This is an optimization exercise on Yosys and OpenROAD, whose aim is small area, a short achievable clock period and few clock cycles, not a production implementation.
Power is estimated from default activity; no workload was simulated.

Setup of the previous run:
Design owd_core, start of the top module:
module owd_core (
    input              clk,
    input              rst,
    input              start,
    input              cancel,
    input      [31:0]  sample_rate_hz,
    input              force_overdrive,
    input              channel_valid,
    input      [7:0]   channel,
    output reg         cur_valid,
    output reg [1:0]   cur_cmd,
    output reg [31:0]  cur_n,
    input              cur_ack,
    input      [63:0]  cur_sample,
    input              cur_level,
    input              cur_eos,
    output             snk_valid,
    output     [180:0] snk_data,
    output             idle,
    output             busy,
    output             halted,
    output reg [1:0]   halt_reason,
    output     [7:0]   chan
);
    localparam [31:0] MIN_SAMPLE_RATE_HZ = 32'd2000000;
    localparam [1:0] CMD_QUERY = 2'd0, CMD_ADV_EDGE = 2'd1, CMD_PEEK_EDGE = 2'd2, CMD_ADV_BY = 2'd3;
    localparam [1:0] REC_FRAME = 2'd0, REC_COMMIT = 2'd1, REC_MARKER = 2'd2, REC_PROGRESS = 2'd3;
    localparam [2:0] MK_INVALID = 3'd0, MK_START = 3'd1, MK_DOWNARROW = 3'd2, MK_ZERO = 3'd3,
                     MK_ONE = 3'd4;
    localparam [1:0] LAYER_UNKNOWN = 2'd0, LAYER_DATA = 2'd1, LAYER_COMMAND = 2'd2,
                     LAYER_CRC = 2'd3;
    localparam [1:0] HR_NONE = 2'd0, HR_CANCELLED = 2'd1, HR_EOS = 2'd2, HR_CONFIG = 2'd3;
    localparam [4:0] S_IDLE = 5'd0,  S_HALT = 5'd1,  S_CFGE = 5'd2,  S_Q   = 5'd3,
                     S_M0   = 5'd4,  S_M1   = 5'd5,  S_M2   = 5'd6,  S_GAPF = 5'd7,
                     S_DISP = 5'd8,  S_RA   = 5'd9,  S_B    = 5'd10, S_C1  = 5'd11,
                     S_C2   = 5'd12, S_FR   = 5'd13, S_PR   = 5'd14, S_CX  = 5'd15,
                     S_FIX  = 5'd16, S_EFIX = 5'd17, S_RQ  = 5'd18, S_GQ  = 5'd19;
    reg [4:0]  ph;
    reg [7:0]  cfg_chan;
    reg [63:0] rise, fall, field_start;
    reg [47:0] acc;
    reg [5:0]  bits;
    reg [1:0]  layer;
    reg        unk;         
  ...
export LEC_CHECK = 0
export ABC_CLOCK_PERIOD_IN_PS = 3500
export CAP_MARGIN = 30
export CORE_MARGIN = 2
export CORE_UTILIZATION = 55
export SETUP_SLACK_MARGIN = 5
export SLEW_MARGIN = 30
create_clock -name core_clock -period 12.0 [get_ports {clk}]
run.sh (not shown) runs the stock make flow with config.mk's settings and CLKGATE_MAP_FILE= SYNTH_SCRIPT=/design/flow/synth_recipe.tcl, a recipe that flattens the netlist after the stock synthesis.
Setup changes, the previous run to the current run
--- a/flow/design.v
+++ b/flow/design.v
@@ -248,39 +248,32 @@
     wire [63:0] s_samp   = (rbase == 2'd1) ? rise : (rbase == 2'd2) ? field_start : fall;
     wire        r_frame  = (rtype == REC_FRAME);
     wire        r_marker = (rtype == REC_MARKER);
     wire        r_commit = (rtype == REC_COMMIT);
     assign snk_valid         = rv;
     assign snk_data[1:0]     = rtype;
     assign snk_data[65:2]    = r_commit ? 64'd0 : s_samp;
     assign snk_data[68:66]   = r_marker ? rmk : r_frame ? rise[2:0] : 3'd0;
     assign snk_data[129:69]  = r_frame ? rise[63:3] : 61'd0;
     assign snk_data[131:130] = rfd ? layer : 2'd0;
-    wire [47:0] fval = (layer == LAYER_DATA)    ? {32'd0, acc[47:32]} :
-                       (layer == LAYER_COMMAND) ? acc : {40'd0, acc[47:40]};
-    assign snk_data[179:132] = rfd ? fval : 48'd0;
+    assign snk_data[179:132] = rfd ? acc : 48'd0;
     assign snk_data[180]     = rfr & warn;
-    wire m2_ok   = (ph == S_M2) && ack && !cur_eos;
+    wire m2_ok   = (ph == S_M2) && ack;
     wire do_disp = (m2_ok && !x_gh && !x_gl && !unk) || (ph == S_DISP);
     wire f_rst   = (ph == S_DISP) ? c_rst   : x_rst;
     wire f_warn  = (ph == S_DISP) ? c_warn  : x_warn;
     wire f_gtchk = (ph == S_DISP) ? c_gtchk : dd_gt15;
     wire f_gtsp  = (ph == S_DISP) ? c_gtsp  : dd_gt30;
     wire [24:0] fsp_lo  = {1'b0, fall[23:0]} + {8'd0, t30};
     wire [63:0] fall_sp = {fsp_lo[24] ? sb_hi_p1 : fall[63:24], fsp_lo[23:0]};
     always @(posedge clk) begin
-        if (rst) begin
-            ph          <= S_IDLE;
-            halt_reason <= HR_NONE;
-            cfg_chan    <= 8'd0;
-            rv          <= 1'b0;
-        end else begin
+        begin
             rv  <= 1'b0;
             rfd <= 1'b0;
             rfr <= 1'b0;
             if (!thr_ready) begin
                 tstep <= tstep + 6'd1;
                 field_start[42:0] <= {te_rn, te_qn};
                 case (te_wr)
                     4'd1: acc[32:0] <= {trem, tqb[12:0]};
                     4'd2: t10    <= tqb[15:0];
                     4'd3: t15    <= tqb[15:0];
@@ -289,34 +282,28 @@
                     4'd6: t88    <= tqb[18:0];
                     4'd7: t380   <= tqb[20:0];
                     4'd8: t480lo <= tqb[3:0];
                     4'd9: acc[22:0] <= tqb[22:0];
                     default: ;
                 endcase
             end
             if (asm_pend) begin
                 asm_pend <= 1'b0;
                 if (asm_on) begin
-                    acc  <= {asm_bit, acc[47:1]};
+                    if (asm_bit)
+                        acc[bits] <= 1'b1;
                     bits <= bits + 6'd1;
                 end
             end
-            if ((ph == S_M2) && ack && (bits == 6'd0))
+            if ((ph == S_M2) && (bits == 6'd0))
                 field_start <= fall;
-            if (ack && cur_eos) begin
-                if (ph == S_B) begin
-                    ph <= S_EFIX;
-                end else begin
-                    halt_reason <= HR_EOS;
-                    ph          <= S_HALT;
-                end
-            end else begin
+            begin
                 case (ph)
                     S_IDLE: begin
                         if (start) begin
                             if (sample_rate_hz < MIN_SAMPLE_RATE_HZ || !channel_valid) begin
                                 halt_reason <= HR_CONFIG;
                                 ph          <= S_CFGE;
                             end else begin
                                 cfg_chan    <= channel;
                                 halt_reason <= HR_NONE;
                                 layer       <= LAYER_UNKNOWN;
@@ -346,21 +333,22 @@
                         lazy <= 1'b0;
                         ph   <= S_M1;
                     end
                     S_M1: if (ack) begin
                         fall   <= cur_sample;
                         h_lt10 <= dd_lt10;
                         h_gap  <= dd_gt1000;
                         ph     <= S_M2;
                     end
                     S_M2: if (ack) begin
-                        fall <= fall_sp;
+                        if (!x_rst)
+                            fall <= fall_sp;
                         if (!x_gl)
                             rise <= cur_sample;
                         if (x_gh || x_gl) begin
                             rmk   <= MK_INVALID;
                             hacc  <= !x_gh;
                             ph    <= S_GQ;
                         end else begin
                             defer   <= 1'b0;
                             c_rst   <= x_rst;
                             c_warn  <= x_warn;
@@ -469,21 +457,21 @@
                         halt_reason <= HR_EOS;
                         ph          <= S_HALT;
                     end
                     default: ;  
                 endcase
                 if (do_disp) begin
                     if (f_rst) begin
                         rv     <= 1'b1;
                         rtype  <= REC_COMMIT;
                         warn   <= f_warn;
-                        ph     <= (ph == S_DISP) ? S_RQ : S_RA;
+                        ph     <= S_RQ;
                     end else if (f_gtsp) begin
                         if (ph == S_DISP)
                             fall  <= fall_sp;
                         rv        <= 1'b1;
                         rtype     <= REC_MARKER;
                         rbase     <= 2'd0;
                         rmk       <= MK_ZERO;
                         lvl       <= 1'b0;
                         prog_rise <= 1'b0;
                         lazy      <= 1'b1;
@@ -491,12 +479,27 @@
                         asm_bit   <= 1'b0;
                         ph        <= asm_next;
                     end else if (f_gtchk) begin
                         ph <= S_B;
                     end else begin
                         ph <= S_C1;
                     end
                 end
             end
         end
+        if (ack && cur_eos) begin
+            rv <= 1'b0;
+            if (ph == S_B) begin
+                ph <= S_EFIX;
+            end else begin
+                halt_reason <= HR_EOS;
+                ph          <= S_HALT;
+            end
+        end
+        if (rst) begin
+            ph          <= S_IDLE;
+            halt_reason <= HR_NONE;
+            cfg_chan    <= 8'd0;
+            rv          <= 1'b0;
+        end
     end
 endmodule
--- outcome ---
Looking at final standard cell count with taps included and fillers excluded, the current run sits 107 below the previous run.
Ratio of final minimum period to clock period down 0.18 points in the current run wrt the previous run
Going from the previous run to the current run, mean routed wirelength per cell rose about 0.8%; via count of the first global-routing pass higher; actual slew at the worst max-slew pin dropped 22 ps.
Post-layout minimum cycle time down 22 ps in the current run wrt the previous run
After detailed routing, the previous run needs more wire than the current run.
Taking the current run over the previous run, the final area ratio works out to 0.938.
Delta (the current run minus the previous run): number of ports placed on the die boundary stayed essentially flat, HPWL after detailed placement shrank by 1.7%.
No functional check of the RTL was part of any run of this note.

job 101:
Another version of the RTL of owd_core (not shown whole).
For scale: ~380 flip-flops, ~340 I/O pins, ~32,000 um2 of cells after synthesis.
==> flow/design.v (excerpt) <==
module owd_core (
    input              clk,
    input              rst,
    input              start,
    input              cancel,
    input      [31:0]  sample_rate_hz,
    input              force_overdrive,
    input              channel_valid,
    input      [7:0]   channel,
    output reg         cur_valid,
    output reg [1:0]   cur_cmd,
    output reg [31:0]  cur_n,
    input              cur_ack,
    input      [63:0]  cur_sample,
    input              cur_level,
    input              cur_eos,
    output             snk_valid,
    output     [180:0] snk_data,
    output             idle,
    output             busy,
    output             halted,
    output reg [1:0]   halt_reason,
    output     [7:0]   chan
);
clock: 12.0 ns
lec_check: 0
abc_clock_period_in_ps: 3500
cap_margin: 30
core_margin: 2
core_utilization: 55
setup_slack_margin: 5
slew_margin: 30
diff inputs: job 101 => job 102
diff --git a/flow/design.v b/flow/design.v
--- a/flow/design.v
+++ b/flow/design.v
@@ -25,21 +25,21 @@
     localparam [31:0] MIN_SAMPLE_RATE_HZ = 32'd2000000;
     localparam [1:0] CMD_QUERY = 2'd0, CMD_ADV_EDGE = 2'd1, CMD_PEEK_EDGE = 2'd2, CMD_ADV_BY = 2'd3;
     localparam [1:0] REC_FRAME = 2'd0, REC_COMMIT = 2'd1, REC_MARKER = 2'd2, REC_PROGRESS = 2'd3;
     localparam [2:0] MK_INVALID = 3'd0, MK_START = 3'd1, MK_DOWNARROW = 3'd2, MK_ZERO = 3'd3,
                      MK_ONE = 3'd4;
     localparam [1:0] LAYER_UNKNOWN = 2'd0, LAYER_DATA = 2'd1, LAYER_COMMAND = 2'd2,
                      LAYER_CRC = 2'd3;
     localparam [1:0] HR_NONE = 2'd0, HR_CANCELLED = 2'd1, HR_EOS = 2'd2, HR_CONFIG = 2'd3;
     localparam [4:0] S_IDLE = 5'd0,  S_HALT = 5'd1,  S_CFGE = 5'd2,  S_Q   = 5'd3,
                      S_M0   = 5'd4,  S_M1   = 5'd5,  S_M2   = 5'd6,  S_GAPF = 5'd7,
-                     S_DISP = 5'd8,  S_RA   = 5'd9,  S_B    = 5'd10, S_C1  = 5'd11,
+                     S_DISP = 5'd8,                   S_B    = 5'd10, S_C1  = 5'd11,
                      S_C2   = 5'd12, S_FR   = 5'd13, S_PR   = 5'd14, S_CX  = 5'd15,
                      S_FIX  = 5'd16, S_EFIX = 5'd17, S_RQ  = 5'd18, S_GQ  = 5'd19;
     reg [4:0]  ph;
     reg [7:0]  cfg_chan;
     reg [63:0] rise, fall, field_start;
     reg [47:0] acc;
     reg [5:0]  bits;
     reg [1:0]  layer;
     reg        unk;         
     reg        defer;       
@@ -186,21 +186,21 @@
         endcase
     end
     wire asm_full = (bits + 6'd1 == layer_width);
     wire asm_on   = (layer != LAYER_UNKNOWN);
     wire [4:0] asm_next = !asm_on ? S_PR : asm_full ? S_FR : S_PR;
     always @(*) begin
         cur_valid = 1'b0;
         cur_cmd   = CMD_ADV_EDGE;
         cur_n     = 32'd0;
         case (ph)
-            S_Q, S_GQ, S_RA: begin cur_valid = 1'b1; cur_cmd = CMD_QUERY; end
+            S_Q, S_GQ: begin cur_valid = 1'b1; cur_cmd = CMD_QUERY; end
             S_M0, S_RQ: cur_valid = 1'b1;
             S_M1:   cur_valid = thr_ready;
             S_M2:   begin cur_valid = 1'b1; cur_cmd = CMD_PEEK_EDGE; end
             S_B, S_FIX: begin cur_valid = 1'b1; cur_cmd = CMD_ADV_BY; cur_n = {15'd0, t30}; end
             S_C1, S_EFIX: begin cur_valid = 1'b1; cur_cmd = CMD_ADV_BY; cur_n = {16'd0, t15}; end
             S_C2:   begin cur_valid = 1'b1; cur_cmd = CMD_ADV_BY; cur_n = {16'd0, t15} + {31'd0, t30lo}; end
             default: ;
         endcase
     end
     wire ack = cur_valid && cur_ack;
@@ -209,21 +209,21 @@
     wire        r_marker = (rtype == REC_MARKER);
     wire        r_commit = (rtype == REC_COMMIT);
     assign snk_valid         = rv;
     assign snk_data[1:0]     = rtype;
     assign snk_data[65:2]    = r_commit ? 64'd0 : s_samp;
     assign snk_data[68:66]   = r_marker ? rmk : r_frame ? rise[2:0] : 3'd0;
     assign snk_data[129:69]  = r_frame ? rise[63:3] : 61'd0;
     assign snk_data[131:130] = rfd ? layer : 2'd0;
     assign snk_data[179:132] = rfd ? acc : 48'd0;
     assign snk_data[180]     = rfr & warn;
-    wire m2_ok   = (ph == S_M2) && ack;
+    wire m2_ok   = (ph == S_M2) && ack && !cur_eos;
     wire do_disp = (m2_ok && !x_gh && !x_gl && !unk) || (ph == S_DISP);
     wire f_rst   = (ph == S_DISP) ? c_rst   : x_rst;
     wire f_warn  = (ph == S_DISP) ? c_warn  : x_warn;
     wire f_gtchk = (ph == S_DISP) ? c_gtchk : dd_gt15;
     wire f_gtsp  = (ph == S_DISP) ? c_gtsp  : dd_gt30;
     wire [24:0] fsp_lo  = {1'b0, fall[23:0]} + {8'd0, t30};
     wire [63:0] fall_sp = {fsp_lo[24] ? sb_hi_p1 : fall[63:24], fsp_lo[23:0]};
     always @(posedge clk) begin
         begin
             rv  <= 1'b0;
@@ -246,21 +246,21 @@
                 endcase
             end
             if (asm_pend) begin
                 asm_pend <= 1'b0;
                 if (asm_on) begin
                     if (asm_bit)
                         acc[bits] <= 1'b1;
                     bits <= bits + 6'd1;
                 end
             end
-            if ((ph == S_M2) && (bits == 6'd0))
+            if ((ph == S_M2) && ack && (bits == 6'd0))
                 field_start <= fall;
             begin
                 case (ph)
                     S_IDLE: begin
                         if (start) begin
                             if (sample_rate_hz < MIN_SAMPLE_RATE_HZ || !channel_valid) begin
                                 halt_reason <= HR_CONFIG;
                                 ph          <= S_CFGE;
                             end else begin
                                 cfg_chan    <= channel;
@@ -344,24 +344,20 @@
                     end
                     S_GAPF: begin
                         rv    <= 1'b1;
                         rtype <= REC_COMMIT;
                         layer <= LAYER_DATA;
                         bits  <= 6'd0;
                         acc   <= 48'd0;
                         unk   <= 1'b0;
                         ph    <= S_DISP;
                     end
-                    S_RA: if (ack) begin
-                        fall <= cur_sample;
-                        ph   <= S_RQ;
-                    end
                     S_B, S_C2: if (ack) begin
                         fall      <= cur_sample;
                         rv        <= 1'b1;
                         rtype     <= REC_MARKER;
                         rbase     <= 2'd0;
                         rmk       <= cur_level ? MK_ONE : MK_ZERO;
                         lvl       <= cur_level;
                         prog_rise <= 1'b0;
                         asm_pend  <= 1'b1;
                         asm_bit   <= cur_level;
==> run summary <==
Going from job 101 to job 102, maximum achievable frequency has decreased, post-route clock period utilization has increased.
Job 102 vs job 101 — sequential power dropped by a few percent
Across both runs, buffers plus inverters on the worst setup path was higher for job 102 than for job 101.
Summary of job 102 over job 101: worst ir drop on vdd now smaller; worst hold slack essentially unchanged; worst setup slack now sits lower; total power fell by 1400 uW; non-clock buffer count higher.
The setup clock skew after layout in job 102 sits 0.030 ns below the value recorded for job 101.
Compared with job 101, in job 102 mean post-synth cell area barely changed; post-route cell area climbed 1100 um2; data arrival at the endpoint of the critical path climbed 0.25 ns.
Of job 102 and job 101, job 101 shows the higher biggest fanout along the worst timing path, with job 102 below it.
No functional check of the RTL was part of any run of this note.

-- port drivers added, routing unchanged --
The flow's constraints put no driver on any port. The routed layouts listed below were extracted and timed again, unchanged, in two steps. Step 1 assumes that a clkbuf_16 drives the clock port and a buf_2 every other input. Step 2, shift: input delay + t, output delay - t, t = (earliest + latest rising clock arrival at the registers) / 2. This alone moves slack from input paths to output paths. Slacks: no drivers / after step 1 / after step 2; pairs: no drivers / after step 1.
| run | shift t [ns] | setup WS [ns] | slew at the worst register clock pin (ns) | pins driven straight from the clock port |
|---|---|---|---|---|
| the previous run | 0.664 | 5.077 / 5.101 / 4.437 | 0.07 / 0.07 | 1 |
| the current run | 0.676 | 5.098 / 5.138 / 4.470 | 0.07 / 0.07 | 1 |
| job 101 | 0.673 | 4.992 / 5.022 / 4.349 | 0.07 / 0.07 | 1 |
| job 102 | 0.669 | 4.834 / 4.853 / 4.184 | 0.07 / 0.07 | 1 |
After both steps setup and hold are still met in every run listed. The setup slack of job 102, which loses most, moves by +0.019 ns with the drivers and by -0.650 ns with both steps.
